This design comes from an exercise in tuning for small area, a short achievable clock period and few clock cycles per item on the open sky130 flow, not from production work. The RTL was checked by simulation tests, not by an equivalence proof against the original design. No activity file was given, so power comes from the tool's default toggle rates.

==> flow/design.v (excerpt) <==
module paula_interp (
    input  wire        clk,
    input  wire        rst,
    input  wire        start,
    output wire        ready,
    output reg         done,
    input  wire [1:0]  mode,
    input  wire [31:0] cur,
    input  wire [31:0] last0,
    input  wire [27:0] vol,
    input  wire [63:0] per,
    input  wire [63:0] evt,
    input  wire [27:0] sevt,
    input  wire [7:0]  adk,
    output reg  [15:0] left,
    output reg  [15:0] right
);
Settings: LEC_CHECK=0, CAP_MARGIN=20, CORE_MARGIN=2, CORE_UTILIZATION=40, SLEW_MARGIN=20; clock period 22.0 ns.
run.sh (not shown) runs the stock make flow with config.mk's settings and CLKGATE_MAP_FILE= SYNTH_SCRIPT=/design/flow/synth_recipe.tcl, a recipe that flattens the netlist after the stock synthesis.
Testbench counts at the start, summed over its fixed seeds: cycles 10,674, items 2,400.
Rerun with:
--- a/flow/design.v
+++ b/flow/design.v
@@ -89,23 +89,22 @@
     reg [3:0]  rc;          
     reg [1:0]  w_mode;
     reg        mlast;       
     wire [3:0] mcm1 = mc - 4'd1;
     reg        done1;
     wire [29:0] s3 = {2'b00, c_sevt} + {1'b0, c_sevt, 1'b0};
     wire        s_big = |c_sevt[27:16];      
     reg  zero_in;           
     wire [3:0] div_c, ldiv_c, lt1_c, lt2_c, e16_c, e12_c;
     wire [15:0] v_c [0:3];
     wire [3:0]  f_c;        
-    wire [3:0]  n_c;        
     wire any_div = |div_c;
     wire need24  = |(ldiv_c & ~lt2_c);
     wire need16  = |(ldiv_c & ~lt1_c);
     wire big16   = |(div_c & e16_c);
     wire big12   = |(div_c & e12_c);
     wire [3:0] lin_rc = need24 ? 4'd12 : need16 ? 4'd8 : 4'd4;
     wire [3:0] mul_m  = big16 ? 4'd8 : big12 ? 4'd6 : 4'd4;
     reg  [4:0] n_occ;
     always @(*) begin
         if (c_mode == M_LINEAR)
             n_occ = (|ldiv_c) ? {1'b0, lin_rc} + 5'd1 : 5'd1;
@@ -255,74 +254,63 @@
             end
             wire        nz = |P[44:16];
             reg  [27:0] ta0, ta1, ta2;
             always @(*) begin
                 ta0 = 28'd0;
                 ta1 = 28'd0;
                 ta2 = 28'd0;
                 ta0 = ({28{t_lin}}  & {acc[21:0], 6'd0})
                     | ({28{t_crux}} & {acc[25:0], 2'd0})
                     | ({28{t_anti}} & {2'd0, P[13:0], 12'd0});
                 ta1 = ({28{t_lin  & chk[1]}} & {9'd0, md, 5'd0})
-                    | ({28{t_crux & chk[1]}} & {13'd0, md, 1'b0});
+                    | ({28{t_crux & chk[1]}} & {13'd0, md, 1'b0})
+                    | ({28{t_anti & t_neg & nz}} & 28'h0001000);
                 ta2 = ({28{t_lin  & chk[0]}} & {10'd0, md, 4'd0})
                     | ({28{t_crux & chk[0]}} & {14'd0, md});
             end
             wire        neg = t_neg;
             wire [27:0] mk  = {28{neg}};
             wire [14:0] base = t_sv ? sv : pv;
             wire [27:0] u0  = {base[14], base, 12'd0};
             wire [27:0] u1  = ta0 ^ mk;
             wire [27:0] u2  = ta1 ^ mk;
             wire [27:0] u3  = ta2 ^ mk;
             wire [27:0] ts1  = u0 ^ u1 ^ u2;
             wire [27:0] tc1  = {(u0[26:0] & u1[26:0]) | (u0[26:0] & u2[26:0]) | (u1[26:0] & u2[26:0]), neg};
             wire [27:0] ts2  = ts1 ^ tc1 ^ u3;
             wire [27:0] tc2  = {(ts1[26:0] & tc1[26:0]) | (ts1[26:0] & u3[26:0]) | (tc1[26:0] & u3[26:0]), neg};
             wire [27:0] U;
             wire        uco;
             pi_ksadd #(28, 5) u_u (.a(ts2), .b(tc2), .ci(neg), .s(U), .co(uco));
             reg  [15:0] vr;
-            reg         fr, fn;
+            reg         fr;
             always @(posedge clk) begin
                 vr <= t_zero ? 16'd0 : U[27:12];
-                fr <= t_anti && nz;
-                fn <= t_neg;
+                fr <= t_anti && nz && U[27];
             end
             assign v_c[c] = vr;
             assign f_c[c] = fr;
-            assign n_c[c] = fn;
         end
     endgenerate
     always @(posedge clk) begin
         if (load) begin
             mlast   <= 1'b0;
             zero_in <= (c_mode == M_CRUX) || (lin_rc == 4'd4);
         end else begin
             mlast   <= (phase == P_MUL) && (mc == 4'd1);
             zero_in <= (w_mode == M_CRUX) ||
                        ((w_mode == M_LINEAR) && (phase == P_ROWS) && (rc <= 4'd5));
         end
     end
-    wire [15:0] k_c [0:3];
-    genvar k;
-    generate
-        for (k = 0; k < 4; k = k + 1) begin : corr
-            wire pos = !v_c[k][15] && (v_c[k] != 16'd0);
-            assign k_c[k] = !f_c[k] ? 16'd0 :
-                            n_c[k] ? (pos ? 16'hFFFF : 16'd0) :
-                                     (v_c[k][15] ? 16'd1 : 16'd0);
-        end
-    endgenerate
-    wire [15:0] l_n = v_c[0] + v_c[3] + k_c[0] + k_c[3];
-    wire [15:0] r_n = v_c[1] + v_c[2] + k_c[1] + k_c[2];
+    wire [15:0] l_n = v_c[0] + v_c[3] + {15'd0, f_c[0]} + {15'd0, f_c[3]};
+    wire [15:0] r_n = v_c[1] + v_c[2] + {15'd0, f_c[1]} + {15'd0, f_c[2]};
     always @(posedge clk) begin
         left  <= l_n;
         right <= r_n;
         if (rst) begin
             cv      <= 1'b0;
             ready_r <= 1'b1;
             done1   <= 1'b0;
             done    <= 1'b0;
             phase   <= P_IDLE;
             cnt     <= 5'd0;
         end else begin
Effect: Die area shrinks by 0.66%; clock skew grows by 0.031 ns; utilization grows by 0.27 points; routed wire length grows by 2.4%; register-to-register slack gets better by 0.11 ns; total power shrinks by 17%; design area barely changes; hold slack gets worse by 0.042 ns; count of clock-buffer cells in the layout grows by 42.
Testbench counts after the change, summed over its fixed seeds: cycles 10,674, items 2,400.

[re-timing with driven ports]
The results above use ideal ports. As a check the final layouts listed here were re-extracted and re-timed, cells and wires unchanged. Step 1, drivers: a clkbuf_16 drives clk and a buf_2 each remaining input, both assumed. Step 2 also shifts input and output timing later by t, the mid clock arrival at the registers, as if the neighbouring blocks saw the same clock. Slacks: ideal / step 1 / step 2; pairs: ideal / step 1.
run	t, ns	slack for setup (ns)	hold slack, ns	worst setup path at the end	worst register clock-pin slew, ns
the first run	0.889	15.222 / 15.126 / 15.463	0.544 / 0.544 / 0.544	input to register	0.07 / 0.07
the second run	0.935	15.536 / 15.432 / 15.696	0.503 / 0.503 / 0.503	register to register	0.07 / 0.07
After both steps every run listed still meets setup and hold.
